Context: an optimization exercise on an open-source flow, tuned for small area. The choices shown serve that exercise and are no tape-out recipe.
At most, simulation tests tie the RTL to the original design; equivalence was not proved.
For runs 3 to 5, only the layout was checked, not whether the RTL still works.
Power is estimated from default activity; no workload was simulated.

==> flow/design.v <==
module juletre_sfd (
    input  wire       clk,
    input  wire       rst,
    input  wire       rx_valid,
    input  wire [7:0] rx_data,
    input  wire       sig_take,
    input  wire [3:0] pkt_rd_addr,
    output reg  [7:0] pkt_rd_data,
    output reg        pkt_rd_ok,
    output reg        new_data,
    output wire       evt_commit,
    output wire       evt_crc_fail,
    output wire       evt_rx_overrun
);
    reg [7:0] ring [0:31];
    reg [5:0] count;
    reg [7:0] x_head;    
    reg [7:0] x_crc;     
    wire [255:0] ring_flat;
    genvar g;
    generate
        for (g = 0; g < 32; g = g + 1) begin : g_ring
            assign ring_flat[8*g +: 8] = ring[g];
        end
    endgenerate
    reg       pay;
    reg [4:0] st;
    reg [5:0] len;       
    reg [7:0] pkt [0:15];
    reg       pkt_all;   
    wire       empty = (count == 6'd0);
    wire       full  = count[5];
    wire       push  = rx_valid && !full;
    wire       shift = push && !rst;
    assign evt_rx_overrun = rx_valid && full;
    wire [4:0] head_slot = count[4:0] - 5'd1;
    wire [7:0] raw_head;
    juletre_mux32 u_head (.d(ring_flat), .sel(head_slot), .q(raw_head));
    wire [7:0] head_byte = raw_head ^ x_head;
    wire       hdr_phase = !pay && (st[2:0] != 3'd7);
    wire       chk_phase = !pay && (st[2:0] == 3'd7);
    wire       enough    = (count >= len);
    wire [4:0] last_slot = count[4:0] - len[4:0];
    wire [7:0] x_slot;
    juletre_mux32 u_last (.d(ring_flat), .sel(last_slot), .q(x_slot));
    wire [7:0] x_last    = (len == 6'd0) ? x_head : x_slot;
    wire       crc_ok    = (x_last == x_crc);
    wire       chk_pass  = chk_phase && enough && crc_ok;
    wire       pay_step  = chk_pass || pay;
    wire [4:0] k         = pay ? st : 5'd0;
    wire       k_in_pay  = ({1'b0, k} < len);
    wire       pkt_we    = chk_pass || (pay && !st[4]);
    wire [7:0] pkt_wdata = k_in_pay ? head_byte : 8'h00;
    wire       last      = pay && ((len[5:4] == 2'b00 || len == 6'd16) ? (st == 5'd15)
                                                                         : ({1'b0, st} == len - 6'd1));
    wire hdr_pop = hdr_phase && !empty;
    wire pop     = hdr_pop || (pay_step && k_in_pay);
    assign evt_commit   = last;
    assign evt_crc_fail = chk_phase && enough && !crc_ok;
    reg [7:0] magic;
    always @* begin
        case (st[1:0])
            2'd0: magic = 8'h55;   
            2'd1: magic = 8'h41;   
            2'd2: magic = 8'h52;   
            default: magic = 8'h54;   
        endcase
    end
    wire [3:0] pkt_done = (pay && !st[4]) ? st[3:0] : 4'd0;
    wire [127:0] pkt_flat;
    generate
        for (g = 0; g < 16; g = g + 1) begin : g_pkt
            assign pkt_flat[8*g +: 8] = pkt[g];
        end
    endgenerate
    wire [7:0] pkt_rd_q;
    juletre_mux16 u_pkt (.d(pkt_flat), .sel(pkt_rd_addr - pkt_done), .q(pkt_rd_q));
    integer i;
    always @(posedge clk) begin
        if (shift) begin
            for (i = 31; i > 0; i = i - 1)
                ring[i] <= ring[i-1];
            ring[0] <= rx_data ^ ring[0];
        end
        if (pkt_we) begin
            for (i = 0; i < 15; i = i + 1)
                pkt[i] <= pkt[i+1];
            pkt[15] <= pkt_wdata;
        end
        pkt_rd_data <= pkt_rd_q;
        if (hdr_pop && st[2:0] == 3'd4)
            len <= (head_byte > 8'd32) ? 6'd63 : head_byte[5:0];
        if (hdr_pop && st[2:0] == 3'd5 && head_byte != 8'h00)
            len <= 6'd63;
        if (hdr_pop && st[2:0] == 3'd6)
            x_crc <= x_head;
        if (rst)
            x_head <= ring[0];
        else if (pop)
            x_head <= raw_head;
    end
    always @(posedge clk) begin
        if (rst) begin
            count     <= 6'd0;
            pay       <= 1'b0;
            st        <= 5'd0;
            pkt_all   <= 1'b0;
            pkt_rd_ok <= 1'b0;
            new_data  <= 1'b0;
        end else begin
            count <= count + push - pop;
            if (hdr_pop) begin
                if (st[2]) begin
                    st <= st + 5'd1;
                end else if (head_byte == magic) begin
                    st <= st + 5'd1;
                end else begin
                    st <= 5'd0;   
                end
            end else if (evt_crc_fail) begin
                st <= 5'd0;
            end else if (pay_step) begin
                if (last) begin
                    pay <= 1'b0;
                    st  <= 5'd0;
                end else begin
                    pay <= 1'b1;
                    st  <= k + 5'd1;
                end
            end
            pkt_all   <= pkt_all || last;
            pkt_rd_ok <= pkt_all || (pay && ({1'b0, pkt_rd_addr} < st));
            new_data  <= last || (new_data && !sig_take);
        end
    end
endmodule
module juletre_mux16 (
    input  wire [127:0] d,
    input  wire [3:0]   sel,
    output wire [7:0]   q
);
    wire [63:0] l1 = sel[0] ? {d[127:120], d[111:104], d[95:88], d[79:72], d[63:56], d[47:40], d[31:24], d[15:8]}
                            : {d[119:112], d[103:96], d[87:80], d[71:64], d[55:48], d[39:32], d[23:16], d[7:0]};
    wire [31:0] l2 = sel[1] ? {l1[63:56], l1[47:40], l1[31:24], l1[15:8]} : {l1[55:48], l1[39:32], l1[23:16], l1[7:0]};
    wire [15:0] l3 = sel[2] ? {l2[31:24], l2[15:8]} : {l2[23:16], l2[7:0]};
    assign q = sel[3] ? l3[15:8] : l3[7:0];
endmodule
module juletre_mux32 (
    input  wire [255:0] d,
    input  wire [4:0]   sel,
    output wire [7:0]   q
);
    wire [7:0] lo, hi;
    juletre_mux16 u_lo (.d(d[127:0]),   .sel(sel[3:0]), .q(lo));
    juletre_mux16 u_hi (.d(d[255:128]), .sel(sel[3:0]), .q(hi));
    assign q = sel[4] ? hi : lo;
endmodule
module juletre_bse (
    input  wire        clk,
    input  wire        rst,
    input  wire [23:0] cfg_chan_map,
    input  wire        cfg_polarity,
    input  wire [7:0]  cfg_reset_delay_us,
    input  wire        pix_we,
    input  wire [4:0]  pix_addr,
    input  wire [7:0]  pix_wdata,
    input  wire        enc_start,
    input  wire [7:0]  enc_byte,
    output wire [31:0] enc_word,
    input  wire [5:0]  fb_rd_addr,
    output wire [31:0] fb_rd_data,
    output reg         fb_rd_ok,
    input  wire        tx_start,
    output wire        tx_out,
    output reg         tx_busy,
    output reg         enc_ready,
    output reg         enc_busy,
    output wire [1:0]  enc_status
);
    reg [1:0] chan [0:2];
    reg       polarity;
    reg [3:0] rwords;
    wire [5:0] fb_last = {rwords[3], ~rwords[3], ~rwords[3], rwords[2:0]};
    reg [7:0]  cv    [1:24];
    reg [24:1] cw;       
    reg [7:0]  fbd   [0:23];
    reg        fb_all;   
    reg       enc_done;
    reg [5:0] enc_pos;
    assign enc_status = {1'b0, enc_done};
    wire [8:0] cfg_rwords = ({1'b0, cfg_reset_delay_us} + 9'd19) / 9'd20;
    wire       cfg_ok     = (cfg_chan_map[7:2] == 6'd0) && (cfg_chan_map[15:10] == 6'd0) &&
                            (cfg_chan_map[23:18] == 6'd0);
    function [31:0] enc_s;
        input [7:0] s;
        input       b3;
        input       b0;
        integer i;
        reg [31:0] pre;
        begin
            for (i = 0; i < 8; i = i + 1)
                pre[4*i +: 4] = {b3, s[i], s[i], b0};
            enc_s = {pre[15:0], pre[31:16]};
        end
    endfunction
    assign enc_word = enc_s(enc_byte ^ {8{polarity}}, ~polarity, polarity);
    wire       is_data = (enc_pos != 6'd0) && (enc_pos <= 6'd24);
    wire [7:0] pval    = cw[enc_pos] ? cv[enc_pos] : 8'h00;
    reg [2:0] ch_hit;
    integer c;
    always @* begin
        for (c = 0; c < 3; c = c + 1)
            ch_hit[c] = pix_we && (pix_addr[1:0] != 2'd3) && (pix_addr[1:0] == chan[c] - 2'd1);
    end
    wire       step_last = enc_busy && (enc_pos == fb_last);
    wire [4:0] fb_done = (enc_busy && is_data) ? enc_pos[4:0] - 5'd1 : 5'd0;
    function [4:0] fb_slot;
        input [5:0] a;
        reg   [5:0] d;
        begin
            d = a - 6'd1 - {1'b0, fb_done};
            fb_slot = d[5] ? d[4:0] + 5'd24 : d[4:0];
        end
    endfunction
    wire [191:0] fbd_flat;
    genvar g;
    generate
        for (g = 0; g < 24; g = g + 1) begin : g_fbd
            assign fbd_flat[8*g +: 8] = fbd[g];
        end
    endgenerate
    reg  [11:0] tx_cnt;
    wire [5:0]  tx_word = tx_cnt[11:6];
    wire [4:0]  tx_slot = tx_cnt[5:1];
    wire        tx_data = (tx_word != 6'd0) && (tx_word <= 6'd24);
    wire [7:0]  tx_byte;
    juletre_mux24 u_tx (.d(fbd_flat), .sel(fb_slot(tx_word)), .q(tx_byte));
    reg         tx_level;
    always @* begin
        case (tx_slot[1:0])
            2'd0: tx_level = ~polarity;
            2'd3: tx_level = polarity;
            default: tx_level = tx_byte[3'd7 - tx_slot[4:2]];
        endcase
        if (!tx_data)
            tx_level = polarity;
    end
    assign tx_out = tx_busy ? tx_level : polarity;
    wire tx_end = (tx_cnt == {fb_last, 6'b111111});
    reg [7:0] rd_s;
    reg       rd_b3;
    wire      rd_data = (fb_rd_addr != 6'd0) && (fb_rd_addr <= 6'd24);
    wire [7:0] rd_byte;
    juletre_mux24 u_rd (.d(fbd_flat), .sel(fb_slot(fb_rd_addr)), .q(rd_byte));
    assign fb_rd_data = enc_s(rd_s, rd_b3, polarity);
    always @(posedge clk) begin
        for (c = 0; c < 24; c = c + 1)
            if (ch_hit[c % 3] && pix_addr[4:2] == c / 3)
                cv[c + 1] <= pix_wdata;
        if (enc_busy && is_data) begin
            for (c = 0; c < 23; c = c + 1)
                fbd[c] <= fbd[c + 1];
            fbd[23] <= pval ^ {8{polarity}};
        end
        rd_s  <= rd_data ? rd_byte : {8{polarity}};
        rd_b3 <= rd_data ^ polarity;
        enc_pos <= (enc_busy && !step_last && !rst) ? enc_pos + 6'd1 : 6'd0;
        tx_cnt  <= (tx_busy && !rst) ? tx_cnt + 12'd1 : 12'd0;
    end
    always @(posedge clk) begin
        if (rst) begin
            chan[0]   <= cfg_chan_map[1:0];
            chan[1]   <= cfg_chan_map[9:8];
            chan[2]   <= cfg_chan_map[17:16];
            polarity  <= cfg_polarity;
            rwords    <= cfg_rwords[3:0];
            enc_ready <= cfg_ok;
            cw        <= 24'd0;
            fb_all    <= 1'b0;
            enc_busy  <= 1'b0;
            enc_done  <= 1'b0;
            fb_rd_ok  <= 1'b0;
            tx_busy   <= 1'b0;
        end else begin
            for (c = 0; c < 24; c = c + 1)
                if (ch_hit[c % 3] && pix_addr[4:2] == c / 3)
                    cw[c + 1] <= 1'b1;
            if (enc_busy) begin
                if (step_last) begin
                    enc_busy <= 1'b0;
                    enc_done <= 1'b1;
                    fb_all   <= 1'b1;
                end
            end else if (enc_start && enc_ready) begin
                enc_busy <= 1'b1;
                enc_done <= 1'b0;
            end
            fb_rd_ok <= enc_ready && (fb_rd_addr <= fb_last) &&
                        (fb_all || (enc_busy && fb_rd_addr < enc_pos));
            if (tx_busy) begin
                if (tx_end)
                    tx_busy <= 1'b0;
            end else if (tx_start && enc_done) begin
                tx_busy <= 1'b1;
            end
        end
    end
endmodule
module juletre_mux24 (
    input  wire [191:0] d,
    input  wire [4:0]   sel,
    output wire [7:0]   q
);
    wire [7:0] g0, g1, g2;
    juletre_mux8 u_g0 (.d(d[63:0]),    .sel(sel[2:0]), .q(g0));
    juletre_mux8 u_g1 (.d(d[127:64]),  .sel(sel[2:0]), .q(g1));
    juletre_mux8 u_g2 (.d(d[191:128]), .sel(sel[2:0]), .q(g2));
    assign q = sel[4] ? g2 : sel[3] ? g1 : g0;
endmodule
module juletre_mux8 (
    input  wire [63:0] d,
    input  wire [2:0]  sel,
    output wire [7:0]  q
);
    wire [31:0] l1 = sel[0] ? {d[63:56], d[47:40], d[31:24], d[15:8]} : {d[55:48], d[39:32], d[23:16], d[7:0]};
    wire [15:0] l2 = sel[1] ? {l1[31:24], l1[15:8]} : {l1[23:16], l1[7:0]};
    assign q = sel[2] ? l2[15:8] : l2[7:0];
endmodule
module juletre (
    input  wire        clk,
    input  wire        rst,
    input  wire [23:0] cfg_chan_map,
    input  wire        cfg_polarity,
    input  wire [7:0]  cfg_reset_delay_us,
    input  wire        rx_valid,
    input  wire [7:0]  rx_data,
    input  wire        sig_take,
    input  wire [3:0]  pkt_rd_addr,
    output wire [7:0]  pkt_rd_data,
    output wire        pkt_rd_ok,
    output wire        new_data,
    output wire        evt_commit,
    output wire        evt_crc_fail,
    output wire        evt_rx_overrun,
    input  wire        pix_we,
    input  wire [4:0]  pix_addr,
    input  wire [7:0]  pix_wdata,
    input  wire        enc_start,
    input  wire [7:0]  enc_byte,
    output wire [31:0] enc_word,
    input  wire [5:0]  fb_rd_addr,
    output wire [31:0] fb_rd_data,
    output wire        fb_rd_ok,
    input  wire        tx_start,
    output wire        tx_out,
    output wire        tx_busy,
    output wire        enc_ready,
    output wire        enc_busy,
    output wire [1:0]  enc_status
);
    juletre_sfd u_sfd (
        .clk(clk), .rst(rst),
        .rx_valid(rx_valid), .rx_data(rx_data), .sig_take(sig_take),
        .pkt_rd_addr(pkt_rd_addr), .pkt_rd_data(pkt_rd_data), .pkt_rd_ok(pkt_rd_ok),
        .new_data(new_data), .evt_commit(evt_commit), .evt_crc_fail(evt_crc_fail),
        .evt_rx_overrun(evt_rx_overrun)
    );
    juletre_bse u_bse (
        .clk(clk), .rst(rst),
        .cfg_chan_map(cfg_chan_map), .cfg_polarity(cfg_polarity),
        .cfg_reset_delay_us(cfg_reset_delay_us),
        .pix_we(pix_we), .pix_addr(pix_addr), .pix_wdata(pix_wdata),
        .enc_start(enc_start), .enc_byte(enc_byte), .enc_word(enc_word),
        .fb_rd_addr(fb_rd_addr), .fb_rd_data(fb_rd_data), .fb_rd_ok(fb_rd_ok),
        .tx_start(tx_start), .tx_out(tx_out), .tx_busy(tx_busy),
        .enc_ready(enc_ready), .enc_busy(enc_busy), .enc_status(enc_status)
    );
endmodule
==> flow/flow/run.sh <==
#!/bin/bash
# Own layout flow: the standard layout (standard.sh), with two changes:
# the port buffers are the smallest buffer cell, and clock tree synthesis
# inserts no dummy loads. Each tool's output goes to the ORFS logs under
# orfs/logs; make's own output goes to flow_make.log.
set -euo pipefail
export BUFFER_PORTS_ARGS="-buffer_cell sky130_fd_sc_hd__buf_1"
export CTS_ARGS="-sink_clustering_enable -repair_clock_nets -dont_use_dummy_load -buf_list sky130_fd_sc_hd__clkbuf_4"
bash standard.sh > flow_make.log 2>&1
==> flow/standard.sh <==
#!/bin/bash
# synth_recipe.tcl (not shown) runs the flow's synth.tcl, then flattens the netlist and writes it again
# the make line also repeats each setting of config.mk as NAME=value (left out here)
make -C /OpenROAD-flow-scripts/flow DESIGN_CONFIG=/design/flow/config.mk WORK_HOME=/design/flow/orfs CLKGATE_MAP_FILE= SYNTH_SCRIPT=/design/flow/synth_recipe.tcl "${@:-finish}"
==> flow/config.mk <==
export PLATFORM = sky130hd
export DESIGN_NAME = juletre
export DESIGN_NICKNAME = juletre
export VERILOG_FILES = /design/flow/design.v
export SDC_FILE = /design/flow/constraint.sdc
export NUM_CORES = 4
export LEC_CHECK = 0
export CAP_MARGIN = 20
export CORE_MARGIN = 2
export CORE_UTILIZATION = 70
export PLACE_DENSITY = 0.8
export SLEW_MARGIN = 20
==> flow/constraint.sdc <==
create_clock -name core_clock -period 12.0 [get_ports {clk}]
set_input_delay 2.4000 -clock core_clock [delete_from_list [all_inputs] [get_ports {clk}]]
set_output_delay 2.4000 -clock core_clock [all_outputs]
set_load 0.01 [all_outputs]
==> impl_results.md, run 1 <==
- Ports: 163
- Pre-CTS WS: 2.80 ns
- Worst Path Required: 9.60 ns
- Ys flop type: edfxtp_1
- Overflow after GRT: 0
- Dpl cell area: 41,600 um^2
- Register area: 25,600 um^2
- Most common cell after layout, fill and taps aside: edfxtp_1
- P per Cell Area: 227 nW/um^2
- Worst Setup End Kind: output port
- CP Max Fanout: 94
- Vias in the first global route: 24,400
- Crit path kind: register to output port
- EDFF count, synth: 796
- Post-Syn Instances: 2,512
- Synth warn: 15
- Root Buffer: clkbuf_4
- WL met1: 35.9 mm
- Hold path cells: 0
- Crit path from: u_bse.enc_pos[0]$_SDFF_PN0_
- Maximum VDD drop: 0.000217 V
- TritonCTS clock tree: yes
- Final WL: 89.1 mm
- Clk slew on worst S/H paths: 0.06 ns
- R2R cell count: 24
- Slew margin rel.: 24.6%
- Multi-input logic area: 13,900 um^2
- Max Cap Viol: 0
- Period Utilization, post-route: 82.5%
- Die Span Y: 244 um
- Sequential fraction of the synthesis area: 63.3%
- CTS Buffer Depth: 3
- Largest net degree at the start of global routing: 97
- # DRC: 0
- Final min period: 9.90 ns
- Post-synthesis register bit count: 881
- Worst Path Arrival: 7.50 ns
- WHS: 0.386 ns
- Core Box Area: 57,500 um^2
- WL per Instance: 25.3 um
- Setup ws final: 2.10 ns
- Area Overhead vs Synth: 6.77%
- Synth Area per Inst: 16.1 um^2
- Total die area: 59,700 um^2
- Design Power: 9.81 mW
- Initial antenna violation count: 2
- Startpoint types: register
- Setup tns final: 0 ns
- Initial Utilization: 70.4%
- Met3 Wirelength: 8.71 mm
- Post-DR vias/cell: 6.98
- Pleak: 14.3 nW
- Post-CTS Resized: 0
- Nets: 2,915
- Achievable Freq: 101 MHz
- Tot GR Track Use: 30.3%
- Row count: 88
- Worst r2r src: u_sfd.count[0]$_SDFF_PP0_
- Net Count, Synth: 2,663
- Pre-antenna DRT Iters: 6
- Commonest cells after routing, fill and taps aside: edfxtp_1, mux4_2, clkbuf_4
- Hold violation count in the final report: 0
- Inserted Clock Buffers: 214
- Setup-failing EPs final: 0
- Port-buffer cells: 161
- Final instance area: 43,200 um^2
- CTS Hold Bufs: 0
- R2R setup slack: 4.94 ns
- Post-synthesis cell type count: 82
- Share of cells above drive strength 1: 19.7%
- Initial DRC count: 3,107
- GPL Wtd Cong: 0.888
- Mapped cell area: 40,500 um^2
- Clock sink total: 881
- First-pass GRT wire length: 138 mm
- Worst Skew: 0.125 ns
- H-tree lvl count: 4
- Fillers: 3,416
- Hold Path Origin: u_sfd.pkt[14][5]$_DFFE_PP_
- Wire length on met2: 41.9 mm
- Placed wire-length estimate: 56.4 mm
- DR top layer: met4
- Remaining antenna violation count: 0
- Clk Latency, worst-skew pair: 1.05 ns
- RSZ-0062 raised after global routing: no
- Die Wd: 244 um
- Async SR Flop Fraction: 0%
- Via count: 24,600
- Outcome: no timing/DRC/antenna violations
- Max Slew Vio Count: 0
- Worst hold path class: register to register
- Worst-Margin Slew: 1.13 ns
- Postcts setup bufs: 0
cells by family (layout without fill, tap and decap cells):
logic type	Yosys count	after routing	synth area share [%]
adders and majority gates	72	72	2.32
buffers and inverters	222	472	2.71
other	1	2	0.00927
AOI/OAI and AO/OA	322	322	5.67
and+or+nand+nor	536	536	6.22
DFF	881	881	63.3
muxes	362	362	17.2
xor gates and xnor gates	116	116	2.58
report_power, final:
| group | internal [mW] | switching [mW] | leakage, nW |
|---|---|---|---|
| Clock | 0.804 | 1.04 | 0.985 |
| Combinational | 1.70 | 2.28 | 5.31 |
| Sequential | 3.77 | 0.206 | 7.97 |
| Total | 6.28 | 3.53 | 14.3 |
metrics by stage:
stage               util (%)  cells
finish                  75.2   3528
global route            75.2   3528
CTS                     75.1   3527
detailed placement      72.4   3313
global placement        72.3   3312
floorplan                  -   2512
final timing paths:
path,to
setup / recovery,tx_out
hold reg to reg,u_sfd.pkt[13][5]$_DFFE_PP_
hold / removal,u_sfd.pkt[13][5]$_DFFE_PP_
setup reg to reg,u_sfd.count[4]$_SDFF_PP0_
layout make-up:
cell class / instances / share of cell area, %
well taps: 765 / 2.22
repair buffers: 194 / 2.01
inverters: 64 / 0.556
flip-flops and latches: 881 / 59.3
diodes: 1 / 0.00579
clock buffers: 214 / 3.72
multi-input cells: 1409 / 32.2
flip-flops by register name, indices dropped and copies added (netlist names), 8 cells and up:
name               count
u_sfd.ring           256
u_bse.cv             192
u_bse.fbd            192
u_sfd.pkt            128
u_bse.cw              24
u_bse.tx_cnt          12
u_bse.rd_s             8
u_sfd.pkt_rd_data      8
u_sfd.x_crc            8
u_sfd.x_head           8
synthesized netlist by cell type, drive strengths merged, types with 6 or more instances:
cell / number / share of area (%)
edfxtp: 796 / 59
mux4: 266 / 15
nor2: 179 / 1.7
nand2: 131 / 1.2
buf: 106 / 1.6
mux2i: 93 / 2.3
dfxtp: 85 / 4.2
nand3: 71 / 0.88
ha: 67 / 2.1
inv: 62 / 0.58
xor2: 60 / 1.3
o21ai: 57 / 0.71
a22oi: 56 / 1.0
xnor2: 56 / 1.2
a21oi: 54 / 0.67
clkbuf: 52 / 0.48
nand4: 34 / 0.53
a222oi: 23 / 0.57
nor2b: 23 / 0.36
nor3: 23 / 0.28
and3: 17 / 0.26
a211oi: 16 / 0.30
o211ai: 16 / 0.30
nor3b: 12 / 0.22
a31oi: 11 / 0.17
nand2b: 11 / 0.17
o31ai: 11 / 0.20
a2111oi: 8 / 0.19
a21o: 8 / 0.15
nor4: 8 / 0.14
o21a: 8 / 0.15
or3: 8 / 0.14
a211o: 7 / 0.15
a21boi: 6 / 0.12
a221oi: 6 / 0.17
metal layers:
layer	up-vias	GRT usage (%)
met5	-	0
met4	0	12.6
met3	199	6.06
met2	1537	45.6
met1	12400	44.4
li1	10500	-
critical path, cell delays in order (launching register included):
cell,delay [ns]
dfxtp_1,0.77
inv_1,0.21
ha_1,0.44
nor2b_1,0.27
nand2_1,0.22
o221a_4,0.63
buf_6,0.71
nand2_1,0.21
ha_1,0.43
nor3b_1,0.19
a21oi_1,0.17
o22ai_1,0.11
xnor2_1,0.77
mux4_2,0.44
mux4_2,0.51
nor2_1,0.09
o21ai_0,0.16
buf_1,0.18
==> run 2: changes to the inputs <==
==> flow/flow/run.sh (replaced) <==
#!/bin/bash
# Own layout flow: the standard layout (standard.sh) with these changes:
# - synthesis is the standard flow's own script, but ABC maps the logic with an
#   area-recovering script (flow/synth.tcl, flow/abc_map.script);
# - the port buffers are the smallest buffer cell;
# - clock tree synthesis uses clkbuf_8 leaf buffers over larger sink
#   clusters and inserts no dummy loads.
# Each tool's output goes to the ORFS logs under orfs/logs; make's own
# output goes to flow_make.log.
set -euo pipefail
export OWN_WORK="$PWD"
export OWN_ABC_SCRIPT="$PWD/flow/abc_map.script"
export BUFFER_PORTS_ARGS="-buffer_cell sky130_fd_sc_hd__buf_1"
export CTS_ARGS="-sink_clustering_enable -repair_clock_nets -dont_use_dummy_load -sink_clustering_size 16 -sink_clustering_max_diameter 60 -buf_list sky130_fd_sc_hd__clkbuf_8"
bash standard.sh SYNTH_SCRIPT="$PWD/flow/synth.tcl" finish > flow_make.log 2>&1
==> flow/flow/abc_map.script (new file) <==
&get -n
&st
&dch -f
&nf -R 1000
&put
mfs2 -a
&get -n
&st
&dch -f
&nf -R 1000
&put
==> flow/flow/synth.tcl (new file) <==
# The standard flow's synthesis script (synth_recipe.tcl, sourced unchanged), with one
# change: Yosys's abc pass maps the logic with flow/abc_map.script, an
# area-recovering ABC script, instead of ORFS's speed script.
proc abc {args} {
  set i [lsearch -exact $args -script]
  if { $i >= 0 } {
    lset args [expr {$i + 1}] $::env(OWN_ABC_SCRIPT)
  }
  yosys abc {*}$args
}
source $::env(OWN_WORK)/synth_recipe.tcl
==> run 2 against run 1 <==
  * Synthesized cell count shrank 4.1%
  * Total power shrank 11%
  * Combinational power shrank about 10%
  * Routed wire length shrank 2.8%
  * Largest cell class unchanged
  * Largest power group is now sequential cells
==> impl_results.md, run 2 <==
- Clk slew on worst S/H paths: 0.10 ns (+0.04 ns)
- Via count: 23,600 (-4.1%)
- Net Count, Synth: 2,561 (-3.8%)
- Hold violation count in the final report: 0 (unchanged)
- Tot GR Track Use: 30.6% (+0.27 points)
- Most frequent CP cell: nand2_1
- Largest regs: u_sfd.ring x256, u_bse.cv x192, u_bse.fbd x192
- Setup-failing EPs final: 0 (unchanged)
- Area Overhead vs Synth: 6.84% (about the same)
- First-pass GRT wire length: 134 mm (-2.7%)
- Inserted Clock Buffers: 67 (-69%)
- Total die area: 58,000 um^2 (-2.9%)
- Postcts setup bufs: 0 (unchanged)
- Final min period: 9.22 ns (-0.681 ns)
- Remaining antenna violation count: 0 (unchanged)
- Number of flip-flops under the largest register name: 256 (unchanged)
- CP cell instances: clkinv_1 > ha_1 > nand2_1 > nor3_1 > nor2_4 > buf_12 > nand2_1 > ha_4 > buf_4 > mux4_2 > mux4_2 > mux2_1 > nand2_1 > o311ai_0 > nand3_1 > a31oi_1 > buf_1
- GPL Wtd Cong: 0.889 (+0.12%)
- Design Power: 8.70 mW (-11%)
- Mapped cell area: 39,300 um^2 (-2.9%)
- Clock sink total: 881 (unchanged)
- Max Slew Vio Count: 0 (unchanged)
- Synth Area per Inst: 16.3 um^2 (+1.2%)
- TritonCTS clock tree: yes
- Post-synthesis cell type count: 56 (-32%)
- Pre-antenna DRT Iters: 6 (unchanged)
- Synth warn: 15 (unchanged)
- Worst r2r src: u_sfd.count[0]$_SDFF_PP0_
- Synth area leaders: edfxtp_1, mux4_2, dfxtp_1
- CTS Buffer Depth: 3 (unchanged)
- RSZ-0062 raised after global routing: no
- Most common cell after layout, fill and taps aside: edfxtp_1
- Worst Path Arrival: 6.82 ns (-0.68 ns)
- Worst-Margin Slew: 1.17 ns (+0.0408 ns)
- WP depth: 17 (unchanged)
- Startpoint types: register
- Synth top area share: 60.8% (+1.8 points)
- Worst hold path class: register to register
- R2R cell count: 25 (+4.2%)
- CTS Hold Bufs: 0 (unchanged)
- Placed wire-length estimate: 55.2 mm (-2.1%)
- Root Buffer: clkbuf_8
- Ports: 163 (unchanged)
- Sequential fraction of the synthesis area: 65.2% (+1.9 points)
- Cell family with the largest share of critical-path delay: buffers and inverters
- Final WL: 86.6 mm (-2.8%)
- Max Cap Viol: 0 (unchanged)
- Nets: 2,789 (-4.3%)
- Overflow after GRT: 0 (unchanged)
- Pleak: 13.3 nW (-6.7%)
- CP Max Fanout: 195 (+110%)
- Async SR Flop Fraction: 0% (unchanged)
- Largest area contributor in the netlist: edfxtp_1
- Row count: 86 (-2.3%)
- Achievable Freq: 108 MHz (+7.4%)
- Hold path cells: 0 (unchanged)
- Crit path kind: register to output port
- Worst Setup End Kind: output port
- Slew margin rel.: 21.9% (-2.7 points)
- P per Cell Area: 207 nW/um^2 (-8.7%)
- Port-buffer cells: 161 (unchanged)
- WL per Instance: 25.6 um (+1.3%)
- Worst Path Required: 9.60 ns (about the same)
- Ys flop type: edfxtp_1
- Maximum VDD drop: 0.000295 V (+36%)
- Count leader, synth: edfxtp_1
- CP max stage cell: dfxtp_1
- Most frequent cells after synthesis: edfxtp_1, mux4_2, nor2_1
- WHS: 0.440 ns (+0.0548 ns)
- # DRC: 0 (unchanged)
- Core Box Area: 55,300 um^2 (-3.8%)
- Commonest cells after routing, fill and taps aside: edfxtp_1, mux4_2, nor2_1
- Fillers: 3,207 (-6.1%)
- Period Utilization, post-route: 76.8% (-5.7 points)
- Post-synthesis register bit count: 881 (unchanged)
- EDFF count, synth: 796 (unchanged)
- Top reg by flops: u_sfd.ring
- Vias in the first global route: 23,500 (-3.8%)
- WHS Endpoint: u_sfd.ring[15][3]$_DFFE_PP_
- Initial antenna violation count: 3 (+1)
- RR Endpoint: u_sfd.count[4]$_SDFF_PP0_
- Post-CTS Resized: 0 (unchanged)
- H-tree lvl count: 3 (-1)
- Buf/Inv on CP: 4 (+1)
- Outcome: no timing/DRC/antenna violations
- Clk Latency, worst-skew pair: 0.70 ns (-0.35 ns)
- Initial DRC count: 2,876 (-7.4%)
- Initial Utilization: 71.0% (+0.63 points)
- Post-Syn Instances: 2,410 (-4.1%)
- Die Wd: 241 um (-1.4%)
- Hold Path Origin: u_sfd.ring[14][3]$_DFFE_PP_
- Post-DR vias/cell: 6.98 (about the same)
- Share of cells above drive strength 1: 15.8% (-4.0 points)
- Largest net degree at the start of global routing: 196 (+100%)
- R2R setup slack: 5.34 ns (+0.40 ns)
- Die Span Y: 241 um (-1.4%)
- Largest stage delay on the critical path: 0.71 ns (-0.06 ns)
- Worst Skew: 0.0853 ns (-0.0397 ns)
## run 2: cell count changes after synthesis, moves of 32 or more
cell      change
clkbuf_1     -52
nor2_1       +51
clkinv_1     +57
inv_1        -62
nor3_1       +32
o21ai_0      +48
nand3_1      -36
a21oi_1      +37
mux2i_1      -77
## run 2: worst max path at each step
stage                         to                        start
after floorplan           tx_out  u_bse.enc_pos[0]$_SDFF_PN0_
after global placement    tx_out  u_bse.enc_pos[0]$_SDFF_PN0_
final                     tx_out  u_bse.enc_pos[0]$_SDFF_PN0_
after global routing      tx_out  u_bse.enc_pos[0]$_SDFF_PN0_
after detailed placement  tx_out  u_bse.enc_pos[0]$_SDFF_PN0_
after CTS                 tx_out  u_bse.enc_pos[0]$_SDFF_PN0_
## run 2: logic make-up (layout without fill, tap and decap cells)
| logic type | after synthesis | in the layout | share of synthesized area (%) |
|---|---|---|---|
| flops | 881 | 881 | 65.2 |
| simple gates | 575 | 575 | 6.45 |
| compound gates | 379 | 379 | 6.24 |
| mux | 287 | 287 | 15.9 |
| buf+inv | 108 | 334 | 1.50 |
| xor+xnor | 107 | 107 | 2.39 |
| fa+ha+maj | 72 | 72 | 2.39 |
| other cells | 1 | 3 | 0.00954 |
## run 2: stage by stage
stage                     setup slack [ns]  cells  instance area, um^2  TNS [ns]  utilization [%]
final                                 2.78   3386                42000         0             75.9
after global routing                  2.05   3386                42000         0             75.9
after CTS                             2.55   3383                41900         0             75.8
after detailed placement              3.30   3316                41000         0             74.2
after global placement                3.52   3316                41000         0             74.1
after floorplan                      -1.20   2410                39300     -1.20                -
## run 2: layout make-up
cell class	count	area, um^2	area share (%)
inverters	59	221	0.528
multi-input cells	1421	13300	31.7
clock buffers	67	922	2.20
well taps	748	936	2.23
repair buffers	208	988	2.35
diodes	2	5.00	0.0119
flip-flops and latches	881	25600	61.0
## run 2: power by group
part,internal [mW],total [mW],switching (mW)
registers,3.56,3.72,0.164
clock network,0.503,1.40,0.897
logic,1.46,3.58,2.13
## run 2: worst reg2reg max path, stage by stage, from the launching register on
cell	delay, ns
dfxtp_4	0.83
clkinv_1	0.42
ha_4	0.65
buf_4	0.81
mux4_2	0.66
o21ai_0	0.17
o21ai_0	0.12
o22ai_1	0.28
o21ai_0	0.16
xor2_1	0.16
nor3_1	0.26
nand3_1	0.12
clkinv_1	0.11
a21oi_1	0.09
o21bai_1	0.21
ha_1	0.27
clkinv_1	0.05
ha_1	0.17
clkinv_1	0.08
fa_1	0.39
nor2_1	0.15
nor2_1	0.06
nor2_1	0.09
nor2_1	0.06
xor2_1	0.14
nor2_1	0.05
## run 2: routing by layer
metal / part of all wire, % / up-vias / GRT usage, %
met5: 0.015 / - / 0
met4: 2.7 / 2 / 9.33
met3: 9.6 / 181 / 5.57
met2: 49 / 1445 / 48.7
met1: 39 / 11900 / 44.3
li1: - / 10100 / -
==> run 3: changes to the inputs <==
--- a/flow/design.v
+++ b/flow/design.v
@@ -184,5 +184,5 @@
     reg [7:0]  cv    [1:24];
     reg [24:1] cw;       
-    reg [7:0]  fbd   [0:23];
+    reg [7:0]  fbd   [1:24];
     reg        fb_all;   
     reg       enc_done;
@@ -214,26 +214,9 @@
     end
     wire       step_last = enc_busy && (enc_pos == fb_last);
-    wire [4:0] fb_done = (enc_busy && is_data) ? enc_pos[4:0] - 5'd1 : 5'd0;
-    function [4:0] fb_slot;
-        input [5:0] a;
-        reg   [5:0] d;
-        begin
-            d = a - 6'd1 - {1'b0, fb_done};
-            fb_slot = d[5] ? d[4:0] + 5'd24 : d[4:0];
-        end
-    endfunction
-    wire [191:0] fbd_flat;
-    genvar g;
-    generate
-        for (g = 0; g < 24; g = g + 1) begin : g_fbd
-            assign fbd_flat[8*g +: 8] = fbd[g];
-        end
-    endgenerate
     reg  [11:0] tx_cnt;
     wire [5:0]  tx_word = tx_cnt[11:6];
     wire [4:0]  tx_slot = tx_cnt[5:1];
     wire        tx_data = (tx_word != 6'd0) && (tx_word <= 6'd24);
-    wire [7:0]  tx_byte;
-    juletre_mux24 u_tx (.d(fbd_flat), .sel(fb_slot(tx_word)), .q(tx_byte));
+    wire [7:0]  tx_byte = fbd[tx_word];
     reg         tx_level;
     always @* begin
@@ -251,6 +234,4 @@
     reg       rd_b3;
     wire      rd_data = (fb_rd_addr != 6'd0) && (fb_rd_addr <= 6'd24);
-    wire [7:0] rd_byte;
-    juletre_mux24 u_rd (.d(fbd_flat), .sel(fb_slot(fb_rd_addr)), .q(rd_byte));
     assign fb_rd_data = enc_s(rd_s, rd_b3, polarity);
     always @(posedge clk) begin
@@ -258,10 +239,7 @@
             if (ch_hit[c % 3] && pix_addr[4:2] == c / 3)
                 cv[c + 1] <= pix_wdata;
-        if (enc_busy && is_data) begin
-            for (c = 0; c < 23; c = c + 1)
-                fbd[c] <= fbd[c + 1];
-            fbd[23] <= pval ^ {8{polarity}};
-        end
-        rd_s  <= rd_data ? rd_byte : {8{polarity}};
+        if (enc_busy && is_data)
+            fbd[enc_pos] <= pval ^ {8{polarity}};
+        rd_s  <= rd_data ? fbd[fb_rd_addr] : {8{polarity}};
         rd_b3 <= rd_data ^ polarity;
         enc_pos <= (enc_busy && !step_last && !rst) ? enc_pos + 6'd1 : 6'd0;
@@ -307,24 +285,4 @@
     end
 endmodule
-module juletre_mux24 (
-    input  wire [191:0] d,
-    input  wire [4:0]   sel,
-    output wire [7:0]   q
-);
-    wire [7:0] g0, g1, g2;
-    juletre_mux8 u_g0 (.d(d[63:0]),    .sel(sel[2:0]), .q(g0));
-    juletre_mux8 u_g1 (.d(d[127:64]),  .sel(sel[2:0]), .q(g1));
-    juletre_mux8 u_g2 (.d(d[191:128]), .sel(sel[2:0]), .q(g2));
-    assign q = sel[4] ? g2 : sel[3] ? g1 : g0;
-endmodule
-module juletre_mux8 (
-    input  wire [63:0] d,
-    input  wire [2:0]  sel,
-    output wire [7:0]  q
-);
-    wire [31:0] l1 = sel[0] ? {d[63:56], d[47:40], d[31:24], d[15:8]} : {d[55:48], d[39:32], d[23:16], d[7:0]};
-    wire [15:0] l2 = sel[1] ? {l1[31:24], l1[15:8]} : {l1[23:16], l1[7:0]};
-    assign q = sel[2] ? l2[15:8] : l2[7:0];
-endmodule
 module juletre (
     input  wire        clk,
==> run 3 against run 2 <==
  * Via count up 0.30%
  * Clock power is essentially flat
  * Core utilization fell by 0.074 points
  * Still clean on timing, DRC and antenna
==> impl_results.md, run 3 <==
- Post-layout util: 75.8% (about the same)
- Wire length on met2: 42.1 mm (-1.0%)
- Startpoint types: register
- Post-Layout Cell Count: 3,384 (-0.059%)
- Most frequent CP cell: o21ai_0
- Largest regs: u_sfd.ring x256, u_bse.cv x192, u_bse.fbd x192
- Crit path kind: register to output port
- Worst Skew: 0.0451 ns (-0.0402 ns)
- Pre-antenna DRT Iters: 6 (unchanged)
- Vias in the first global route: 23,500 (-0.25%)
- Postcts setup bufs: 0 (unchanged)
- Top reg by flops: u_sfd.ring
- Clk Latency, worst-skew pair: 0.68 ns (-0.02 ns)
- CTS Buffer Depth: 3 (unchanged)
- Die Span Y: 240 um (-0.32%)
- RSZ-0062 raised after global routing: no
- Synth Area per Inst: 16.2 um^2 (-0.73%)
- Post-CTS Resized: 0 (unchanged)
- Post-synthesis register bit count: 881 (unchanged)
- Cells after DPL: 3,316 (unchanged)
- Max Slew Vio Count: 0 (unchanged)
- Largest net degree at the start of global routing: 195 (-0.51%)
- Post-Syn Instances: 2,412 (+0.083%)
- Synth top area share: 61.2% (+0.40 points)
- Most common cell after layout, fill and taps aside: edfxtp_1
- Inserted Clock Buffers: 67 (unchanged)
- Port-buffer cells: 161 (unchanged)
- Via count: 23,700 (+0.30%)
- Net Count, Synth: 2,551 (-0.39%)
- Mapped cell area: 39,000 um^2 (-0.65%)
- Largest area contributor in the netlist: edfxtp_1
- Largest stage delay on the critical path: 0.74 ns (+0.03 ns)
- Initial DRC count: 3,264 (+13%)
- GPL Wtd Cong: 0.891 (+0.20%)
- Hold path cells: 0 (unchanged)
- Pleak: 13.1 nW (-1.3%)
- CTS Hold Bufs: 0 (unchanged)
- # DRC: 0 (unchanged)
- R2R setup slack: 5.34 ns (about the same)
- Root Buffer: clkbuf_8
- Synth warn: 14 (-1)
- R2R cell count: 25 (unchanged)
- WL per Instance: 25.9 um (+1.1%)
- CP cell instances: clkinv_1 > ha_4 > buf_4 > mux4_2 > o21ai_0 > o21ai_0 > o22ai_1 > o21ai_0 > xor2_1 > nor4_1 > nand3_1 > clkinv_1 > nor3_1 > buf_1
- Total die area: 57,700 um^2 (-0.64%)
- WL met1: 34.6 mm (+3.5%)
- Tot GR Track Use: 31.1% (+0.51 points)
- Met3 Wirelength: 9.09 mm (+9.1%)
- WHS: 0.447 ns (+0.00663 ns)
- Async SR Flop Fraction: 0% (unchanged)
- H-tree lvl count: 3 (unchanged)
- Most frequent cells after synthesis: edfxtp_1, mux4_2, nor2_1
- Initial Utilization: 70.8% (-0.19 points)
- Die Wd: 240 um (-0.32%)
- Hold violation count in the final report: 0 (unchanged)
- Overflow after GRT: 0 (unchanged)
- Worst hold path class: register to register
- Dpl cell area: 40,800 um^2 (-0.56%)
- Final WL: 87.6 mm (+1.1%)
- TritonCTS clock tree: yes
- Area Overhead vs Synth: 7.01%
- Commonest cells after routing, fill and taps aside: edfxtp_1, mux4_2, nor2_1
- Worst Setup End Kind: output port
- CP Max Fanout: 41 (-79%)
- Outcome: no timing/DRC/antenna violations
- Worst Path Arrival: 5.62 ns (-1.20 ns)
- Core Box Area: 55,100 um^2 (-0.39%)
- Count leader, synth: edfxtp_1
- Fillers: 3,263 (+1.7%)
- Achievable Freq: 125 MHz (+15%)
- Row count: 86 (unchanged)
- CP max stage cell: buf_4
- Worst-Margin Slew: 1.13 ns (-0.0392 ns)
- Setup tns final: 0 ns (unchanged)
- Remaining antenna violation count: 0 (unchanged)
- Max Cap Viol: 0 (unchanged)
- Post-synthesis cell type count: 58 (+3.6%)
- First-pass GRT wire length: 135 mm (+0.49%)
- Sequential fraction of the synthesis area: 65.6% (+0.43 points)
- Slew margin rel.: 24.5% (+2.6 points)
- Placed wire-length estimate: 56.3 mm (+2.0%)
- Final instance area: 41,800 um^2 (-0.49%)
- Share of cells above drive strength 1: 15.4% (-0.34 points)
- Antenna diodes: 0 (-2)
- Ys flop type: edfxtp_1
- Initial antenna violation count: 0 (-3)
- Number of flip-flops under the largest register name: 256 (unchanged)
- Post-DR vias/cell: 7.01 (+0.36%)
- EDFF count, synth: 796 (unchanged)
- Nets: 2,777 (-0.43%)
- Worst Path Required: 9.60 ns (about the same)
- WHS Endpoint: u_sfd.pkt[9][0]$_DFFE_PP_
- Ports: 163 (unchanged)
- Synth area leaders: edfxtp_1, mux4_2, dfxtp_1
- Hold Path Origin: u_sfd.pkt[10][0]$_DFFE_PP_
- RR Endpoint: u_sfd.count[4]$_SDFF_PP0_
- Final min period: 8.02 ns (-1.20 ns)
- Setup-failing EPs final: 0 (unchanged)
- Clk slew on worst S/H paths: 0.10 ns (about the same)
- Worst r2r src: u_sfd.count[0]$_SDFF_PP0_
- Clock sink total: 881 (unchanged)
- Maximum VDD drop: 0.000271 V (-8.2%)
- Period Utilization, post-route: 66.9% (-10 points)
- P per Cell Area: 204 nW/um^2 (-1.6%)
- DR top layer: met4
[run 3: cell count changes in the layout (fill, tap and decap cells not counted), sizes merged, moves of 7 or more]
cell	change
nand3	-7
buf	-8
nor2	-16
o22ai	+10
xnor2	-13
o211ai	+9
mux2i	+20
ha	-10
a21oi	+9
clkinv	-8
mux4	-21
nor2b	+9
[run 3: logic make-up (layout without fill, tap and decap cells)]
kind of cell	after synthesis	after routing	share of synthesized area, %
buffers and inverters	100	324	1.43
other	1	1	0.00961
and+or+nand+nor	567	567	6.49
xor gates and xnor gates	93	93	2.09
muxes	290	290	15.4
DFF	881	881	65.6
adders and majority gates	61	61	2.01
AOI/OAI and AO/OA	419	419	7.00
[run 3: final cells by class]
class / instances / area (um^2) / area share (%)
clock buffers: 67 / 922 / 2.21
well taps: 748 / 936 / 2.24
repair buffers: 206 / 967 / 2.32
flip-flops and latches: 881 / 25600 / 61.3
multi-input cells: 1431 / 13100 / 31.5
inverters: 51 / 191 / 0.458
[run 3: how the worst max path moves through the flow]
stage,depth (start not counted),slack [ns],from,end
final,14,3.98,u_sfd.count[0]$_SDFF_PP0_,evt_crc_fail
after detailed placement,14,4.60,u_sfd.count[0]$_SDFF_PP0_,evt_crc_fail
after global placement,14,4.73,u_sfd.count[0]$_SDFF_PP0_,evt_crc_fail
after CTS,14,3.85,u_sfd.count[0]$_SDFF_PP0_,evt_crc_fail
after floorplan,12,1.06,u_sfd.count[0]$_SDFF_PP0_,u_sfd.pkt[0][0]$_DFFE_PP_
after global routing,14,3.45,u_sfd.count[0]$_SDFF_PP0_,evt_crc_fail
[run 3: worst max-delay path: cells and delay by family (launching register included)]
family | cells | cell delay [ns]
fa+ha+maj | 1 | 0.67
compound gates | 4 | 0.60
buf+inv | 4 | 1.39
flops | 1 | 0.67
mux | 1 | 0.59
simple gates | 3 | 0.80
xor+xnor | 1 | 0.18
[run 3: through the flow]
stage	setup slack, ns	total power [mW]
after floorplan	1.06	6.23
after global routing	3.45	8.94
final	3.98	8.52
after global placement	4.73	7.04
after detailed placement	4.60	7.15
after CTS	3.85	8.51
[run 3: metal layers]
metal | vias to the layer above | global-route usage (%)
li1 | 10100 | -
met1 | 11900 | 46.7
met2 | 1487 | 48.2
met3 | 142 | 5.46
met4 | 0 | 8.73
met5 | - | 0
[run 3: where the power goes]
part / internal, mW / switching, mW
clock: 0.503 / 0.891
sequential: 3.56 / 0.152
combinational: 1.40 / 2.02
==> run 4: changes to the inputs <==
--- a/flow/flow/run.sh
+++ b/flow/flow/run.sh
@@ -3,5 +3,6 @@
 # - synthesis is the standard flow's own script, but ABC maps the logic with an
 #   area-recovering script (flow/synth.tcl, flow/abc_map.script);
-# - the port buffers are the smallest buffer cell;
+# - synthesis inserts no buffers on pass-through wires, so each port gets
+#   only its own port buffer, the smallest buffer cell;
 # - clock tree synthesis uses clkbuf_8 leaf buffers over larger sink
 #   clusters and inserts no dummy loads.
@@ -11,4 +12,5 @@
 export OWN_WORK="$PWD"
 export OWN_ABC_SCRIPT="$PWD/flow/abc_map.script"
+export SYNTH_INSBUF=0
 export BUFFER_PORTS_ARGS="-buffer_cell sky130_fd_sc_hd__buf_1"
 export CTS_ARGS="-sink_clustering_enable -repair_clock_nets -dont_use_dummy_load -sink_clustering_size 16 -sink_clustering_max_diameter 60 -buf_list sky130_fd_sc_hd__clkbuf_8"
==> run 4 against run 3 <==
  * Critical endpoint unchanged
  * Area after synthesis is 0.94% lower
  * Cell count decreased by 1.3%
  * Largest cell class unchanged
  * Via count about the same
  * Sequential cell count stayed put
  * Critical path type unchanged
  * Non-clock buffer count decreased by 1
  * Register-to-register slack barely moved
  * Highest routed layer unchanged
==> impl_results.md, run 4 <==
- Outcome: no timing/DRC/antenna violations
- Clk slew on worst S/H paths: 0.10 ns (about the same)
- Slew margin rel.: 25.2% (+0.69 points)
- Final min period: 8.03 ns (+0.0102 ns)
- Top reg by flops: u_sfd.ring
- Crit path kind: register to output port
- CTS Hold Bufs: 0 (unchanged)
- Clock sink total: 881 (unchanged)
- Worst hold path class: register to register
- Initial antenna violation count: 0 (unchanged)
- Row count: 86 (unchanged)
- Count leader, synth: edfxtp_1
- Post-synthesis register bit count: 881 (unchanged)
- Synth area leaders: edfxtp_1, mux4_2, dfxtp_1
- Post-Syn Instances: 2,363 (-2.0%)
- H-tree lvl count: 3 (unchanged)
- RSZ-0062 raised after global routing: no
- Post-DR vias/cell: 7.10 (+1.4%)
- Root Buffer: clkbuf_8
- Post-layout util: 76.1% (+0.27 points)
- Setup tns final: 0 ns (unchanged)
- Largest net degree at the start of global routing: 222 (+14%)
- Achievable Freq: 124 MHz (-0.13%)
- Placed wire-length estimate: 55.7 mm (-1.2%)
- Share of cells above drive strength 1: 15.5% (+0.038 points)
- Worst Path Arrival: 5.63 ns (about the same)
- Worst Setup End Kind: output port
- Core Box Area: 54,900 um^2 (-0.39%)
- TritonCTS clock tree: yes
- Nets: 2,777 (unchanged)
- Setup ws final: 3.97 ns (-0.0102 ns)
- CTS Buffer Depth: 3 (unchanged)
- P per Cell Area: 204 nW/um^2 (about the same)
- Overflow after GRT: 0 (unchanged)
- Most common cell after layout, fill and taps aside: edfxtp_1
- # DRC: 0 (unchanged)
- Worst-Margin Slew: 1.11 ns (-0.0137 ns)
- Period Utilization, post-route: 67.0% (+0.085 points)
- Worst Path Required: 9.60 ns (about the same)
- Async SR Flop Fraction: 0% (unchanged)
- Largest area contributor in the netlist: edfxtp_1
- Initial Utilization: 70.5% (-0.39 points)
- CP Max Fanout: 34 (-17%)
- Ys flop type: edfxtp_1
- Maximum VDD drop: 0.000266 V (-2.0%)
- Remaining antenna violation count: 0 (unchanged)
- Port-buffer cells: 161 (unchanged)
- Most frequent cells after synthesis: edfxtp_1, mux4_2, nor2_1
- Net Count, Synth: 2,502 (-1.9%)
- GPL Wtd Cong: 0.888 (-0.33%)
- Postcts setup bufs: 0 (unchanged)
- Synth warn: 14 (unchanged)
- Die Wd: 239 um (-0.46%)
- Pre-antenna DRT Iters: 8 (+2)
- Post-synthesis cell type count: 57 (-1.7%)
- Inserted Clock Buffers: 68 (+1.5%)
- Max Slew Vio Count: 0 (unchanged)
- Pleak: 13.1 nW (about the same)
- Initial DRC count: 3,268 (+0.12%)
- WL per Instance: 26.2 um (+1.4%)
- Area Overhead vs Synth: 8.00%
- Sequential fraction of the synthesis area: 66.2% (+0.62 points)
- Final WL: 87.6 mm (about the same)
- Vias in the first global route: 23,400 (-0.098%)
- Largest regs: u_sfd.ring x256, u_bse.cv x192, u_bse.fbd x192
- Mapped cell area: 38,700 um^2 (-0.94%)
- Hold violation count in the final report: 0 (unchanged)
- Max Cap Viol: 0 (unchanged)
- R2R cell count: 25 (unchanged)
- R2R setup slack: 5.34 ns (about the same)
- Pre-CTS WS: 4.62 ns (+0.0236 ns)
- Via count: 23,700 (+0.084%)
- Post-CTS Resized: 0 (unchanged)
- Startpoint types: register
- Worst r2r src: u_sfd.count[0]$_SDFF_PP0_
- Worst Skew: 0.0666 ns (+0.0215 ns)
- Hold Path Origin: u_sfd.pkt[14][7]$_DFFE_PP_
- Hold path cells: 0 (unchanged)
- WHS Endpoint: u_sfd.pkt[13][7]$_DFFE_PP_
- Tot GR Track Use: 31.3% (+0.14 points)
- EDFF count, synth: 796 (unchanged)
- Ports: 163 (unchanged)
- Synth Area per Inst: 16.4 um^2 (+1.1%)
- Setup-failing EPs final: 0 (unchanged)
- Total die area: 57,100 um^2 (-0.93%)
- Synth top area share: 61.8% (+0.58 points)
- First-pass GRT wire length: 135 mm (-0.34%)
- Die Span Y: 239 um (-0.46%)
- Clk Latency, worst-skew pair: 0.70 ns (+0.02 ns)
- Commonest cells after routing, fill and taps aside: edfxtp_1, mux4_2, nor2_1
- RR Endpoint: u_sfd.count[4]$_SDFF_PP0_
- Number of flip-flops under the largest register name: 256 (unchanged)
==> run 4: cell types whose count changed in the layout (fill, tap and decap cells not counted) <==
cell,change
nor3_4,-1
buf_4,-3
xnor2_2,-1
diode_2,+1
nor3_1,-1
o21ai_1,+1
nor3_2,+2
nor2_1,-1
nor2_2,+1
buf_16,+2
clkbuf_8,+1
o21ai_0,-1
xnor2_1,+1
==> run 4: how the worst max path moves through the flow <==
stage | startpoint | end | cells after the start
after global routing | u_sfd.count[0]$_SDFF_PP0_ | evt_crc_fail | 14
after CTS | u_sfd.count[0]$_SDFF_PP0_ | evt_crc_fail | 14
final | u_sfd.count[0]$_SDFF_PP0_ | evt_crc_fail | 14
after global placement | u_sfd.count[0]$_SDFF_PP0_ | evt_crc_fail | 14
after floorplan | u_sfd.count[0]$_SDFF_PP0_ | u_sfd.pkt[0][0]$_DFFE_PP_ | 12
after detailed placement | u_sfd.count[0]$_SDFF_PP0_ | evt_crc_fail | 14
==> run 4: cells by family after synthesis <==
group | Yosys count | share of synthesized area, %
fa+ha+maj | 61 | 2.03
simple gates | 567 | 6.55
mux | 290 | 15.5
buf+inv | 51 | 0.495
other cells | 1 | 0.00970
xor+xnor | 93 | 2.11
flops | 881 | 66.2
compound gates | 419 | 7.06
==> run 4: where the power goes <==
| part | total [mW] | switching (mW) | leakage, nW | internal, mW |
|---|---|---|---|---|
| combinational | 3.40 | 2.00 | 4.69 | 1.39 |
| clock | 1.41 | 0.901 | 0.489 | 0.510 |
| sequential | 3.71 | 0.153 | 7.95 | 3.56 |
| total | 8.52 | 3.05 | 13.1 | 5.46 |
==> run 4: layout make-up <==
class / count / area [um^2]
well taps: 704 / 881
flip-flops and latches: 881 / 25600
repair buffers: 205 / 1000
fillers: 3232 / 13100
multi-input cells: 1431 / 13100
diodes: 1 / 2.50
clock buffers: 68 / 936
inverters: 51 / 191
==> run 4: stage by stage <==
step	power [mW]	instance area, um^2	hold WS, ns	instances
floorplan	6.21	38700	0.421	2363
global placement	7.03	40700	0.425	3267
detailed placement	7.14	40700	0.429	3268
CTS	8.52	41600	0.435	3336
global route	8.94	41800	0.442	3340
finish	8.52	41800	0.435	3341
==> run 4: worst max-delay path, cell delays in order (launching register included) <==
cell and delay (ns):
dfxtp_4 0.66, clkinv_1 0.30, ha_4 0.77, buf_4 0.64, mux4_2 0.59, o21ai_0 0.22
o21ai_0 0.15, o22ai_1 0.23, o21ai_0 0.13, xor2_1 0.15, nor4_1 0.07, nand3_1 0.20
clkinv_1 0.18, nor3_1 0.33, buf_1 0.25
==> run 4: routing by layer <==
layer | GRT usage, % | up-vias | part of all wire (%)
li1 | - | 10100 | -
met2 | 47.8 | 1477 | 47
met3 | 6.64 | 190 | 11
met5 | 0 | - | 0
met4 | 9.58 | 0 | 2.7
met1 | 46.3 | 11900 | 39
==> run 5: changes to the inputs <==
--- a/flow/design.v
+++ b/flow/design.v
@@ -17,11 +17,4 @@
     reg [7:0] x_head;    
     reg [7:0] x_crc;     
-    wire [255:0] ring_flat;
-    genvar g;
-    generate
-        for (g = 0; g < 32; g = g + 1) begin : g_ring
-            assign ring_flat[8*g +: 8] = ring[g];
-        end
-    endgenerate
     reg       pay;
     reg [4:0] st;
@@ -35,6 +28,5 @@
     assign evt_rx_overrun = rx_valid && full;
     wire [4:0] head_slot = count[4:0] - 5'd1;
-    wire [7:0] raw_head;
-    juletre_mux32 u_head (.d(ring_flat), .sel(head_slot), .q(raw_head));
+    wire [7:0] raw_head  = ring[head_slot];
     wire [7:0] head_byte = raw_head ^ x_head;
     wire       hdr_phase = !pay && (st[2:0] != 3'd7);
@@ -42,7 +34,5 @@
     wire       enough    = (count >= len);
     wire [4:0] last_slot = count[4:0] - len[4:0];
-    wire [7:0] x_slot;
-    juletre_mux32 u_last (.d(ring_flat), .sel(last_slot), .q(x_slot));
-    wire [7:0] x_last    = (len == 6'd0) ? x_head : x_slot;
+    wire [7:0] x_last    = (len == 6'd0) ? x_head : ring[last_slot];
     wire       crc_ok    = (x_last == x_crc);
     wire       chk_pass  = chk_phase && enough && crc_ok;
@@ -68,12 +58,5 @@
     end
     wire [3:0] pkt_done = (pay && !st[4]) ? st[3:0] : 4'd0;
-    wire [127:0] pkt_flat;
-    generate
-        for (g = 0; g < 16; g = g + 1) begin : g_pkt
-            assign pkt_flat[8*g +: 8] = pkt[g];
-        end
-    endgenerate
-    wire [7:0] pkt_rd_q;
-    juletre_mux16 u_pkt (.d(pkt_flat), .sel(pkt_rd_addr - pkt_done), .q(pkt_rd_q));
+    wire [3:0] pkt_slot = pkt_rd_addr - pkt_done;
     integer i;
     always @(posedge clk) begin
@@ -88,5 +71,5 @@
             pkt[15] <= pkt_wdata;
         end
-        pkt_rd_data <= pkt_rd_q;
+        pkt_rd_data <= pkt[pkt_slot];
         if (hdr_pop && st[2:0] == 3'd4)
             len <= (head_byte > 8'd32) ? 6'd63 : head_byte[5:0];
@@ -135,25 +118,4 @@
     end
 endmodule
-module juletre_mux16 (
-    input  wire [127:0] d,
-    input  wire [3:0]   sel,
-    output wire [7:0]   q
-);
-    wire [63:0] l1 = sel[0] ? {d[127:120], d[111:104], d[95:88], d[79:72], d[63:56], d[47:40], d[31:24], d[15:8]}
-                            : {d[119:112], d[103:96], d[87:80], d[71:64], d[55:48], d[39:32], d[23:16], d[7:0]};
-    wire [31:0] l2 = sel[1] ? {l1[63:56], l1[47:40], l1[31:24], l1[15:8]} : {l1[55:48], l1[39:32], l1[23:16], l1[7:0]};
-    wire [15:0] l3 = sel[2] ? {l2[31:24], l2[15:8]} : {l2[23:16], l2[7:0]};
-    assign q = sel[3] ? l3[15:8] : l3[7:0];
-endmodule
-module juletre_mux32 (
-    input  wire [255:0] d,
-    input  wire [4:0]   sel,
-    output wire [7:0]   q
-);
-    wire [7:0] lo, hi;
-    juletre_mux16 u_lo (.d(d[127:0]),   .sel(sel[3:0]), .q(lo));
-    juletre_mux16 u_hi (.d(d[255:128]), .sel(sel[3:0]), .q(hi));
-    assign q = sel[4] ? hi : lo;
-endmodule
 module juletre_bse (
     input  wire        clk,
@@ -183,5 +145,4 @@
     wire [5:0] fb_last = {rwords[3], ~rwords[3], ~rwords[3], rwords[2:0]};
     reg [7:0]  cv    [1:24];
-    reg [24:1] cw;       
     reg [7:0]  fbd   [1:24];
     reg        fb_all;   
@@ -206,5 +167,6 @@
     assign enc_word = enc_s(enc_byte ^ {8{polarity}}, ~polarity, polarity);
     wire       is_data = (enc_pos != 6'd0) && (enc_pos <= 6'd24);
-    wire [7:0] pval    = cw[enc_pos] ? cv[enc_pos] : 8'h00;
+    wire [7:0] pval     = cv[enc_pos];
+    wire [7:0] cv_wdata = rst ? 8'h00 : pix_wdata;
     reg [2:0] ch_hit;
     integer c;
@@ -237,6 +199,6 @@
     always @(posedge clk) begin
         for (c = 0; c < 24; c = c + 1)
-            if (ch_hit[c % 3] && pix_addr[4:2] == c / 3)
-                cv[c + 1] <= pix_wdata;
+            if (rst || (ch_hit[c % 3] && pix_addr[4:2] == c / 3))
+                cv[c + 1] <= cv_wdata;
         if (enc_busy && is_data)
             fbd[enc_pos] <= pval ^ {8{polarity}};
@@ -254,5 +216,4 @@
             rwords    <= cfg_rwords[3:0];
             enc_ready <= cfg_ok;
-            cw        <= 24'd0;
             fb_all    <= 1'b0;
             enc_busy  <= 1'b0;
@@ -261,7 +222,4 @@
             tx_busy   <= 1'b0;
         end else begin
-            for (c = 0; c < 24; c = c + 1)
-                if (ch_hit[c % 3] && pix_addr[4:2] == c / 3)
-                    cw[c + 1] <= 1'b1;
             if (enc_busy) begin
                 if (step_last) begin
==> run 5 against run 4 <==
  * Area after synthesis shrank 5.5%
  * Total power shrank 2.0%
  * Global-route usage grew 10 points
  * Critical path type unchanged
==> impl_results.md, run 5 <==
- Outcome: no timing/DRC/antenna violations
- Synth warn: 14 (unchanged)
- Initial antenna violation count: 3 (+3)
- CP cell instances: clkinv_1 > ha_1 > clkinv_1 > fa_1 > a21o_1 > a21oi_1 > xor2_1 > nand2_1 > nor3_1 > a22oi_1 > nand4_1 > a2111oi_0 > nand4_1 > a21oi_1 > o21ai_0 > xnor2_1 > nand3_1 > nor3_1 > nand2b_1 > clkinv_1 > buf_1
- Maximum VDD drop: 0.000132 V (-50%)
- Achievable Freq: 115 MHz (-7.3%)
- Net Count, Synth: 2,572 (+2.8%)
- Buf/Inv on CP: 4 (unchanged)
- Design Power: 8.35 mW (-2.0%)
- Initial Utilization: 71.0% (+0.51 points)
- Final min period: 8.66 ns (+0.629 ns)
- Synth top area share: 65.4% (+3.6 points)
- Post-CTS Resized: 0 (unchanged)
- Most common cell after layout, fill and taps aside: edfxtp_1
- Crit path kind: register to output port
- Ys flop type: edfxtp_1
- Antenna diodes: 0 (-1)
- Met3 Wirelength: 16.5 mm (+79%)
- Top reg by flops: u_sfd.ring
- P per Cell Area: 211 nW/um^2 (+3.3%)
- Multi-input logic area: 11,400 um^2 (-13%)
- Fillers: 2,780 (-14%)
- Period Utilization, post-route: 72.2% (+5.2 points)
- Hold violation count in the final report: 0 (unchanged)
- Startpoint types: register
- Synth Area per Inst: 15.0 um^2 (-8.3%)
- Root Buffer: clkbuf_8
- Commonest cells after routing, fill and taps aside: edfxtp_1, nor2_1, nand2_1
- TritonCTS clock tree: yes
- Clk slew on worst S/H paths: 0.11 ns (about the same)
- Setup ws final: 3.34 ns (-0.629 ns)
- Die Wd: 233 um (-2.7%)
- Clk Latency, worst-skew pair: 0.69 ns (about the same)
- Async SR Flop Fraction: 0% (unchanged)
- First-pass GRT wire length: 163 mm (+21%)
- Max Cap Viol: 0 (unchanged)
- Post-synthesis cell type count: 54 (-5.3%)
- Largest stage delay on the critical path: 0.89 ns (+0.12 ns)
- Most frequent cells after synthesis: edfxtp_1, nor2_1, nand2_1
- Clock sink total: 857 (-2.7%)
- # DRC: 0 (unchanged)
- Tot GR Track Use: 41.3% (+10 points)
- Vias in the first global route: 25,600 (+9.0%)
- Post-layout util: 76.9% (+0.79 points)
- WL met1: 39.7 mm (+15%)
- Slew margin rel.: 24.1% (-1.1 points)
- Largest area contributor in the netlist: edfxtp_1
- Initial DRC count: 5,377 (+65%)
- Synth area leaders: edfxtp_1, mux4_2, dfxtp_1
- GPL Wtd Cong: 1.02 (+14%)
- Largest net degree at the start of global routing: 102 (-54%)
- WL per Instance: 32.8 um (+25%)
- Setup-failing EPs final: 0 (unchanged)
- Worst-Margin Slew: 1.13 ns (+0.0153 ns)
- Sequential fraction of the synthesis area: 68.7% (+2.5 points)
- Post-Syn Instances: 2,436 (+3.1%)
- Wire length on met2: 50.3 mm (+21%)
- CP max stage cell: nor3_1
- Setup tns final: 0 ns (unchanged)
- EDFF count, synth: 796 (unchanged)
- Row count: 83 (-3.5%)
- Worst Skew: 0.0751 ns (+0.00855 ns)
- Worst Setup End Kind: output port
- Final WL: 112 mm (+27%)
- Core Box Area: 51,500 um^2 (-6.1%)
- Share of cells above drive strength 1: 8.68% (-6.8 points)
- Most frequent CP cell: clkinv_1
- Placed wire-length estimate: 78.1 mm (+40%)
- RSZ-0062 raised after global routing: no
- Overflow after GRT: 0 (unchanged)
- Ports: 163 (unchanged)
- Mapped cell area: 36,600 um^2 (-5.5%)
- Nets: 2,867 (+3.2%)
- H-tree lvl count: 3 (unchanged)
- Post-synthesis register bit count: 857 (-2.7%)
- CP Max Fanout: 8 (-76%)
- Postcts setup bufs: 0 (unchanged)
- Port-buffer cells: 161 (unchanged)
- Total die area: 54,100 um^2 (-5.4%)
- Via count: 26,600 (+12%)
- Worst Path Arrival: 6.26 ns (+0.63 ns)
- Inserted Clock Buffers: 66 (-2.9%)
- Count leader, synth: edfxtp_1
- Cell family with the largest share of critical-path delay: simple AND/OR/NAND/NOR gates
- Worst Path Required: 9.60 ns (about the same)
- DR top layer: met5
- WHS: 0.449 ns (+0.0136 ns)
- Number of flip-flops under the largest register name: 256 (unchanged)
- Register area: 25,100 um^2 (-1.9%)
- Worst hold path class: register to register
- Max Slew Vio Count: 0 (unchanged)
- Pre-CTS WS: 4.35 ns (-0.270 ns)
- CTS Hold Bufs: 0 (unchanged)
- Area Overhead vs Synth: 8.33%
- Largest regs: u_sfd.ring x256, u_bse.cv x192, u_bse.fbd x192
- Pleak: 12.7 nW (-3.0%)
- Pre-antenna DRT Iters: 10 (+2)
- Remaining antenna violation count: 0 (unchanged)
- Die Span Y: 233 um (-2.7%)
- CTS Buffer Depth: 3 (unchanged)
- Post-DR vias/cell: 7.80 (+9.8%)
[run 5: changes by cell type after synthesis, moves of 15 or more]
cell      before  now
a22o_1        11   30
a221oi_1      19   51
mux4_2       247   81
a22oi_1       44  148
a222oi_1      19  101
o211ai_1      25    4
nand3_1       28   65
nand4_1       20   53
nor2_1       214  199
o21ai_0      103   75
dfxtp_1       85   61
[run 5: power breakdown]
group | internal, mW | switching [mW]
logic | 0.943 | 1.97
registers | 3.75 | 0.285
clock network | 0.496 | 0.903
[run 5: path summary, 6_finish.rpt]
path | startpoint | to | slack [ns] | depth (start not counted)
setup / recovery | u_sfd.count[0]$_SDFF_PP0_ | evt_crc_fail | 3.34 | 21
hold / removal | u_sfd.pkt[15][0]$_SDFFCE_PP0P_ | u_sfd.pkt[14][0]$_DFFE_PP_ | 0.45 | 0
setup reg to reg | u_sfd.count[0]$_SDFF_PP0_ | u_sfd.count[4]$_SDFF_PP0_ | 4.41 | 32
hold reg to reg | u_sfd.pkt[15][0]$_SDFFCE_PP0P_ | u_sfd.pkt[14][0]$_DFFE_PP_ | 0.45 | 0
[run 5: metrics by stage]
| stage | area (um^2) | cells |
|---|---|---|
| finish | 39600 | 3409 |
| global placement | 38600 | 3339 |
| global route | 39600 | 3409 |
| floorplan | 36600 | 2436 |
| detailed placement | 38600 | 3340 |
| CTS | 39500 | 3406 |
[run 5: final cells by class]
class | instances | area share (%)
tap | 680 | 2.15
multi-input combinational | 1526 | 28.8
timing repair buffer | 227 | 2.83
inverter | 53 | 0.502
clock buffer | 66 | 2.29
sequential | 857 | 63.5
[run 5: cells by family (layout without fill, tap and decap cells)]
logic type	Yosys count	count (layout)	synth area share [%]
mux	110	110	5.80
xor+xnor	92	92	2.20
buf+inv	53	346	0.544
other cells	1	1	0.0103
flops	857	857	68.7
fa+ha+maj	57	57	2.01
compound gates	614	614	12.4
simple gates	652	652	8.28
[run 5: metal layers]
layer / global-route usage [%] / up-vias
li1: - / 10600
met1: 59.3 / 12800
met2: 61.5 / 2720
met3: 11.4 / 489
met4: 15.3 / 6
met5: 0 / -

what the ideal ports hide:
In the flow no input, the clock included, has a driving cell. The finished layouts below were timed again as built, in two steps. Step 1: set_driving_cell puts a clkbuf_16 on clk and a buf_2 on each other input, an assumption about the parent block. Step 2, shift: input delay + t, output delay - t, t = (earliest + latest rising clock arrival at the registers) / 2. This alone moves slack from input paths to output paths. Slacks: ideal / step 1 / step 2; pairs: ideal / step 1.
run	t, ns	setup WS [ns]	clock arrival spread, ns	worst register clock-pin slew, ns	cell pins on the clock port's net
run 1	1.052	2.099 / 2.036 / 3.088	0.133 / 0.133	0.07 / 0.07	1
run 2	0.714	2.780 / 2.725 / 3.438	0.087 / 0.087	0.10 / 0.10	1
run 3	0.719	3.975 / 3.917 / 4.636	0.046 / 0.046	0.11 / 0.11	1
run 4	0.730	3.965 / 3.908 / 4.638	0.071 / 0.072	0.11 / 0.11	1
run 5	0.720	3.337 / 3.277 / 3.997	0.083 / 0.083	0.11 / 0.11	1
After both steps setup and hold are still met in every run listed.
